From an optimization exercise on the open Yosys and OpenROAD flow, aimed at small area; shortcuts taken in it are not production practice. Where RTL was checked, it was by simulation tests only, not by an equivalence proof against the original. The clock port is modelled as an ideal driver; clocking choices that lean on that would not hold on a real chip. Power is estimated from default activity; no workload was simulated.

the reference run:
Design bcdtc, start of the top module:
module bcdtc (
    input  wire       clk,
    input  wire       rst,
    input  wire       tick,
    input  wire       change_time,
    input  wire       up_down,
    output wire       ind,
    output wire [3:0] sel,
    output wire [3:0] digit
);
    reg [1:0] ht;
    reg [3:0] hu;
    reg [2:0] mt;
    reg [3:0] mu;
    reg [2:0] st;
    reg [3:0] su;
    reg [3:0] acc;
    reg       pct, pud, md;
    reg [1:0] pos;
    reg [3:0] ph;
    reg [2:0] snap0;
    reg [3:0] snap1;
    reg [2:0] snap2;
    reg [3:0] snap3;
    wire page = md & pct;
    wire dir  = ~md | pud;
    function [3:0] tog10(input [3:0] d, input up);
        begin
            if (up)
                tog10 = {d[0] & d[3] | d[0] & d[2] & d[1], d[1] & d[0], d[0] & ~d[3], 1'b1};
            else
                tog10 = {~d[2] & ~d[1] & ~d[0], ~d[1] & ~d[0] & (d[3] | d[2]),
                         ~d[0] & (d[3] | d[2] | d[1]), 1'b1};
        end
    endfunction
    function [2:0] tog6(input [2:0] d, input up);
        begin
            if (up)
                tog6 = {d[0] & (d[2] | d[1]), d[0] & ~d[2], 1'b1};
            else
                tog6 = {~d[1] & ~d[0], ~d[0] & (d[2] | d[1]), 1'b1};
        end
    endfunction
    wire su_9 = su[3] & su[0];
    wire su_0 = ~|su;
    wire st_5 = st[2] & st[0];
    wire st_0 = ~|st;
    wire mu_9 = mu[3] & mu[0];
    wire mu_0 = ~|mu;
    wire mt_5 = mt[2] & mt[0];
    wire mt_0 = ~|mt;
    wire hu_9 = hu[3] & hu[0];
    wire hu_0 = ~|hu;
    wire h_0  = hu_0 & ~|ht;
    wire su_end = dir ? su_9 : su_0;
    wire st_end = dir ? st_5 : st_0;
    wire mu_end = dir ? mu_9 : mu_0;
    wire mt_end = dir ? mt_5 : mt_0;
    wire acc_last = acc[3] & acc[0];
    wire ms_end   = su_end & st_end & mu_end & mt_end;
    wire en0 = tick & acc_last & (dir | ~(ms_end & h_0));
    wire en1 = en0 & su_end;
    wire en2 = en1 & st_end;
    wire en3 = en2 & mu_end;
    wire en4 = en0 & ms_end;
    wire [3:0] hu_tog = dir ? {hu[0] & (hu[3] | hu[2] & hu[1]), hu[1] & hu[0] & ~ht[1],
                               hu[0] & ~hu[3], 1'b1}
                            : tog10(hu, 1'b0);
    wire [1:0] ht_tog = dir ? {ht[0] & hu_9 | ht[1] & hu[1] & hu[0], hu_9}
  ...
Size: roughly 14 I/O pins, roughly 0.0025 mm^2 of cells after synthesis.
Settings: LEC_CHECK=0, ABC_AREA=1, CAP_MARGIN=20, CORE_MARGIN=2, CORE_UTILIZATION=70, CTS_BUF_LIST=sky130_fd_sc_hd__clkbuf_8, CTS_CLUSTER_DIAMETER=100, CTS_CLUSTER_SIZE=30, SLEW_MARGIN=20; clock period 10.0 ns.
run.sh (not shown) runs the stock make flow with config.mk's settings and CLKGATE_MAP_FILE= SYNTH_SCRIPT=/design/flow/synth_recipe.tcl, a recipe that flattens the netlist after the stock synthesis.
Changes in the trial run relative to the reference run:
- CTS_BUF_LIST no longer set, was sky130_fd_sc_hd__clkbuf_8
- CTS_CLUSTER_DIAMETER no longer set, was 100
- CTS_CLUSTER_SIZE no longer set, was 30
- CORE_UTILIZATION now 40, was 70
--- outcome ---
The trial run: PASS, flow complete, no timing, DRC or antenna violations. In the trial run relative to the reference run, length of routed met2 wiring had gone down by a few percent. Reported for the trial run and the reference run, count of sequential standard cells turned out identical to the last digit. | first-iteration DRC count | lower: the trial run |. Taking the reference run as the reference, in the trial run deepest clock path buffer count neither gained nor lost much, power share of the combinational group lost 0.6 points, worst clock skew neither gained nor lost much. In the trial run, least setup slack across all paths after layout is higher than in the reference run. From the reference run to the trial run the numbers moved as follows: clock power +about 20%, global-route wire length before repair down 1.4%. Total power for the trial run is higher than for the reference run.
No functional check of the RTL was part of any run of this note.

## lagoon
bcdtc, a different RTL version from the one above (not shown whole).
For scale: ~270 cells after synthesis, roughly 14 I/O pins, ~2000 um^2 of cells after synthesis.
clock: 10.0 ns
lec_check: 0
abc_area: 1
cap_margin: 20
core_margin: 2
core_utilization: 40
gpl_timing_driven: 0
slew_margin: 20
standard.sh (not shown) runs the stock make flow with config.mk's settings and CLKGATE_MAP_FILE= SYNTH_SCRIPT=/design/flow/synth_recipe.tcl, a recipe that flattens the netlist after the stock synthesis.
==> flow/flow/run.sh <==
#!/bin/bash
# Own layout flow:
#  1. the standard synthesis (standard.sh synth), unchanged;
#  2. its combinational logic re-mapped for area with four ABC scripts
#     (flow/area1..4.abc) run side by side; the smallest netlist is kept.
#     The registers and their names are kept as they are;
#  3. the standard layout of that netlist, with 1x buffers on the
#     ports, no dummy clock loads and the clock tree's root buffer (which
#     drives only the leaf buffers) sized down.
# Each tool's output goes to a log file of its own in this folder.
set -euo pipefail
W=$(pwd)
R=$W/orfs/results/$FLOW_PLATFORM/bcdtc/base
LIB=$FLOW_HOME/platforms/$FLOW_PLATFORM/lib/sky130_fd_sc_hd__tt_025C_1v80.lib
YOSYS=$(command -v yosys || echo "$FLOW_HOME/../tools/install/yosys/bin/yosys")

bash standard.sh synth > "$W/flow_1_synth.log" 2>&1
cp "$R/1_2_yosys.v" "$W/1_2_yosys_standard.v"

for i in 1 2 3 4; do
  sed -e "s#@LIB@#$LIB#g" -e "s#@TOP@#$FLOW_TOP#g" \
      -e "s#@IN@#$W/1_2_yosys_standard.v#" -e "s#@OUT@#$W/1_2_yosys_remap$i.v#" \
      -e "s#@ABC@#$W/flow/area$i.abc#" -e "s#@STAT@#$W/remap_stat$i.txt#" \
      flow/remap.ys > "$W/remap$i.ys"
  "$YOSYS" -s "$W/remap$i.ys" > "$W/flow_2_remap$i.log" 2>&1 &
done
wait
best=""; best_area=""
for i in 1 2 3 4; do
  a=$(grep -m1 "Chip area" "$W/remap_stat$i.txt" | awk '{print $NF}') || continue
  [ -n "$a" ] || continue
  if [ -z "$best" ] || awk "BEGIN{exit !($a < $best_area)}"; then best=$i; best_area=$a; fi
done
echo "remap: kept script $best, area $best_area" | tee "$W/flow_2_remap.log"

cp "$W/1_2_yosys_remap$best.v" "$R/1_2_yosys.v"
rm -f "$R/1_synth.odb" "$R/1_synth.sdc"
bash standard.sh "BUFFER_PORTS_ARGS=-buffer_cell sky130_fd_sc_hd__buf_1" \
    "CTS_ARGS=-sink_clustering_enable -repair_clock_nets -dont_use_dummy_load" \
    "POST_CTS_TCL=$W/flow/cts_post.tcl" "CTS_ROOT_BUF=sky130_fd_sc_hd__clkbuf_1" finish \
    > "$W/flow_3_layout.log" 2>&1
test -f out/final.def
==> flow/flow/area1.abc <==
strash
&get -n
&deepsyn -T 120 -S 1
&put
dch -f
amap
==> flow/flow/area2.abc <==
strash
&get -n
&deepsyn -T 120 -S 2
&put
&get -n
&dch -f
&nf -a -R 1000
&put
==> flow/flow/area3.abc <==
strash
&get -n
&deepsyn -T 120 -S 3
&put
dch -f
amap
strash
dch -f
amap
==> flow/flow/area4.abc <==
strash
dch -f
amap
strash
dch -f
amap
Other scripts of this flow, unchanged in this note and not shown: flow/flow/cts_post.tcl, flow/flow/remap.ys
### lagoon -> sierra
==> flow/flow/run.sh <==
#!/bin/bash
# Own layout flow:
#  1. the standard synthesis (standard.sh synth), unchanged;
#  2. its combinational logic re-mapped for area with the ABC scripts
#     flow/area*.abc (deepsyn with several seeds, then amap), run side by
#     side; the smallest netlist is kept. The registers and their names are
#     kept as they are;
#  3. the standard layout of that netlist, with 1x buffers on the
#     ports, no dummy clock loads and the clock tree's root buffer (which
#     drives only the leaf buffers) sized down.
# Each tool's output goes to a log file of its own in this folder.
set -euo pipefail
W=$(pwd)
R=$W/orfs/results/$FLOW_PLATFORM/bcdtc/base
LIB=$FLOW_HOME/platforms/$FLOW_PLATFORM/lib/sky130_fd_sc_hd__tt_025C_1v80.lib
YOSYS=$(command -v yosys || echo "$FLOW_HOME/../tools/install/yosys/bin/yosys")
JOBS=${NUM_CORES:-4}

bash standard.sh synth > "$W/flow_1_synth.log" 2>&1
cp "$R/1_2_yosys.v" "$W/1_2_yosys_standard.v"

remap() {
  local i=$1
  sed -e "s#@LIB@#$LIB#g" -e "s#@TOP@#$FLOW_TOP#g" \
      -e "s#@IN@#$W/1_2_yosys_standard.v#" -e "s#@OUT@#$W/1_2_yosys_remap$i.v#" \
      -e "s#@ABC@#$W/flow/area$i.abc#" -e "s#@STAT@#$W/remap_stat$i.txt#" \
      flow/remap.ys > "$W/remap$i.ys"
  "$YOSYS" -s "$W/remap$i.ys" > "$W/flow_2_remap$i.log" 2>&1 || true
}
n=0
for f in flow/area*.abc; do
  i=$(basename "$f" .abc); i=${i#area}
  remap "$i" &
  n=$((n + 1))
  if [ $((n % JOBS)) -eq 0 ]; then wait; fi
done
wait
best=""; best_area=""
for f in flow/area*.abc; do
  i=$(basename "$f" .abc); i=${i#area}
  [ -f "$W/remap_stat$i.txt" ] && [ -f "$W/1_2_yosys_remap$i.v" ] || continue
  a=$(grep -m1 "Chip area" "$W/remap_stat$i.txt" | awk '{print $NF}')
  [ -n "$a" ] || continue
  echo "script $i: area $a" >> "$W/flow_2_remap.log"
  if [ -z "$best" ] || awk "BEGIN{exit !($a < $best_area)}"; then best=$i; best_area=$a; fi
done
echo "remap: kept script $best, area $best_area" >> "$W/flow_2_remap.log"

cp "$W/1_2_yosys_remap$best.v" "$R/1_2_yosys.v"
rm -f "$R/1_synth.odb" "$R/1_synth.sdc"
bash standard.sh "BUFFER_PORTS_ARGS=-buffer_cell sky130_fd_sc_hd__buf_1" \
    "CTS_ARGS=-sink_clustering_enable -repair_clock_nets -dont_use_dummy_load" \
    "POST_CTS_TCL=$W/flow/cts_post.tcl" "CTS_ROOT_BUF=sky130_fd_sc_hd__clkbuf_1" finish \
    > "$W/flow_3_layout.log" 2>&1
test -f out/final.def
==> flow/flow/area1.abc <==
strash
&get -n
&deepsyn -J 200 -T 300 -S 1
&put
dch -f
amap
==> flow/flow/area2.abc <==
strash
&get -n
&deepsyn -J 200 -T 300 -S 2
&put
dch -f
amap
==> flow/flow/area3.abc <==
strash
&get -n
&deepsyn -J 200 -T 300 -S 3
&put
dch -f
amap
==> flow/flow/area4.abc <==
strash
&get -n
&deepsyn -J 200 -T 300 -S 4
&put
dch -f
amap
==> flow/flow/area5.abc (new file) <==
strash
&get -n
&deepsyn -J 200 -T 300 -S 5
&put
dch -f
amap
==> flow/flow/area6.abc (new file) <==
strash
&get -n
&deepsyn -J 200 -T 300 -S 6
&put
dch -f
amap
==> flow/flow/area7.abc (new file) <==
strash
&get -n
&deepsyn -J 200 -T 300 -S 7
&put
dch -f
amap
==> flow/flow/area8.abc (new file) <==
strash
&get -n
&deepsyn -J 200 -T 300 -S 8
&put
dch -f
amap
==> flow/flow/area9.abc (new file) <==
strash
dch -f
amap
strash
dch -f
amap
==> comparison <==
sierra: done, clean on timing, DRC and antenna
Violation count after the first detailed-routing iteration went down by a few percent going from lagoon to sierra.
Achievable frequency ends up higher on sierra.
Compared with lagoon, sierra ends up with less cell area.
Between sierra and lagoon, the count of non-CTS inverters in the layout is higher for sierra.
Between lagoon and sierra, area growth from synthesis to final layout increased.
Count of non-filler cells in the finished layout delta for sierra relative to lagoon: 20 lower
Input-level comparison between indigo and sierra:
- GPL_TIMING_DRIVEN removed (was 0)
==> flow/flow/run.sh <==
#!/bin/bash
# Own layout flow:
#  1. the standard synthesis (standard.sh synth), unchanged;
#  2. its combinational logic re-mapped for area with four ABC scripts
#     (flow/area1..4.abc) run side by side; the smallest netlist is kept.
#     The registers and their names are kept as they are;
#  3. the standard layout of that netlist, with 1x buffers on the
#     ports, no dummy clock loads and the clock tree's root buffer (which
#     drives only the leaf buffers) sized down.
# Each tool's output goes to a log file of its own in this folder.
set -euo pipefail
W=$(pwd)
R=$W/orfs/results/$FLOW_PLATFORM/bcdtc/base
LIB=$FLOW_HOME/platforms/$FLOW_PLATFORM/lib/sky130_fd_sc_hd__tt_025C_1v80.lib
YOSYS=$(command -v yosys || echo "$FLOW_HOME/../tools/install/yosys/bin/yosys")

bash standard.sh synth > "$W/flow_1_synth.log" 2>&1
cp "$R/1_2_yosys.v" "$W/1_2_yosys_standard.v"

for i in 1 2 3 4; do
  sed -e "s#@LIB@#$LIB#g" -e "s#@TOP@#$FLOW_TOP#g" \
      -e "s#@IN@#$W/1_2_yosys_standard.v#" -e "s#@OUT@#$W/1_2_yosys_remap$i.v#" \
      -e "s#@ABC@#$W/flow/area$i.abc#" -e "s#@STAT@#$W/remap_stat$i.txt#" \
      flow/remap.ys > "$W/remap$i.ys"
  "$YOSYS" -s "$W/remap$i.ys" > "$W/flow_2_remap$i.log" 2>&1 &
done
wait
best=""; best_area=""
for i in 1 2 3 4; do
  a=$(grep -m1 "Chip area" "$W/remap_stat$i.txt" | awk '{print $NF}') || continue
  [ -n "$a" ] || continue
  if [ -z "$best" ] || awk "BEGIN{exit !($a < $best_area)}"; then best=$i; best_area=$a; fi
done
echo "remap: kept script $best, area $best_area" | tee "$W/flow_2_remap.log"

cp "$W/1_2_yosys_remap$best.v" "$R/1_2_yosys.v"
rm -f "$R/1_synth.odb" "$R/1_synth.sdc"
bash standard.sh "BUFFER_PORTS_ARGS=-buffer_cell sky130_fd_sc_hd__buf_1" \
    "CTS_ARGS=-sink_clustering_enable -repair_clock_nets -dont_use_dummy_load" \
    "POST_CTS_TCL=$W/flow/cts_post.tcl" "CTS_ROOT_BUF=sky130_fd_sc_hd__clkbuf_1" finish \
    > "$W/flow_3_layout.log" 2>&1
test -f out/final.def
==> flow/flow/area1.abc <==
strash
&get -n
&deepsyn -T 120 -S 1
&put
dch -f
amap
==> flow/flow/area2.abc <==
strash
&get -n
&deepsyn -T 120 -S 2
&put
&get -n
&dch -f
&nf -a -R 1000
&put
==> flow/flow/area3.abc <==
strash
&get -n
&deepsyn -T 120 -S 3
&put
dch -f
amap
strash
dch -f
amap
==> flow/flow/area4.abc <==
strash
dch -f
amap
strash
dch -f
amap
removed: flow/flow/area5.abc
removed: flow/flow/area6.abc
removed: flow/flow/area7.abc
removed: flow/flow/area8.abc
removed: flow/flow/area9.abc
--- outcome ---
Between indigo and sierra, it is indigo whose starting utilization of the core area is lower, by 1.2 points.
According to the power report, total power for indigo is lower than for sierra.
indigo: global-route wire length before repair about 1.3% above sierra
sierra vs indigo, timing endpoint of the critical path: mt[2]$_SDFFE_PP1P_ vs ht[0]$_SDFFE_PP1P_
Re sum of met2 wire segment lengths after detailed routing: indigo and sierra aren't equal, and the lower value belongs to indigo.
There was hardly any difference in design internal power between sierra and indigo.
Of indigo and sierra, the run reporting the higher total stage count of the critical path was indigo.

## port drivers added, routing unchanged
How much do the figures lean on ideal ports? The routed layouts below were timed once more, with nothing changed but the port constraints.
Step 1: set_driving_cell puts a clkbuf_16 on clk and a buf_2 on each other input, an assumption about the parent block.
Step 2 moves the port delays by t, midway between the first and last clock arrival at a register: inputs arrive t later, outputs are due t later. That takes back most of the time a late clock gives input paths.
Three values: ideal ports, drivers, drivers and shift; two values: the first two.
run	shift t [ns]	slack for setup (ns)	clock arrival spread, ns	worst register clock-pin slew, ns
the reference run	0.327	6.108 / 6.080 / 5.843	0.009 / 0.009	0.09 / 0.09
the trial run	0.332	6.117 / 6.086 / 5.849	0.011 / 0.011	0.09 / 0.09
lagoon	0.553	5.012 / 5.018 / 4.465	0.021 / 0.021	0.09 / 0.09
sierra	0.579	5.568 / 5.572 / 4.993	0.010 / 0.010	0.09 / 0.09
indigo	0.555	5.137 / 5.141 / 4.585	0.018 / 0.019	0.09 / 0.09
After both steps setup and hold are still met in every run listed. For sierra, which loses most, drivers alone change the setup slack by +0.004 ns; drivers and shift together by -0.575 ns.
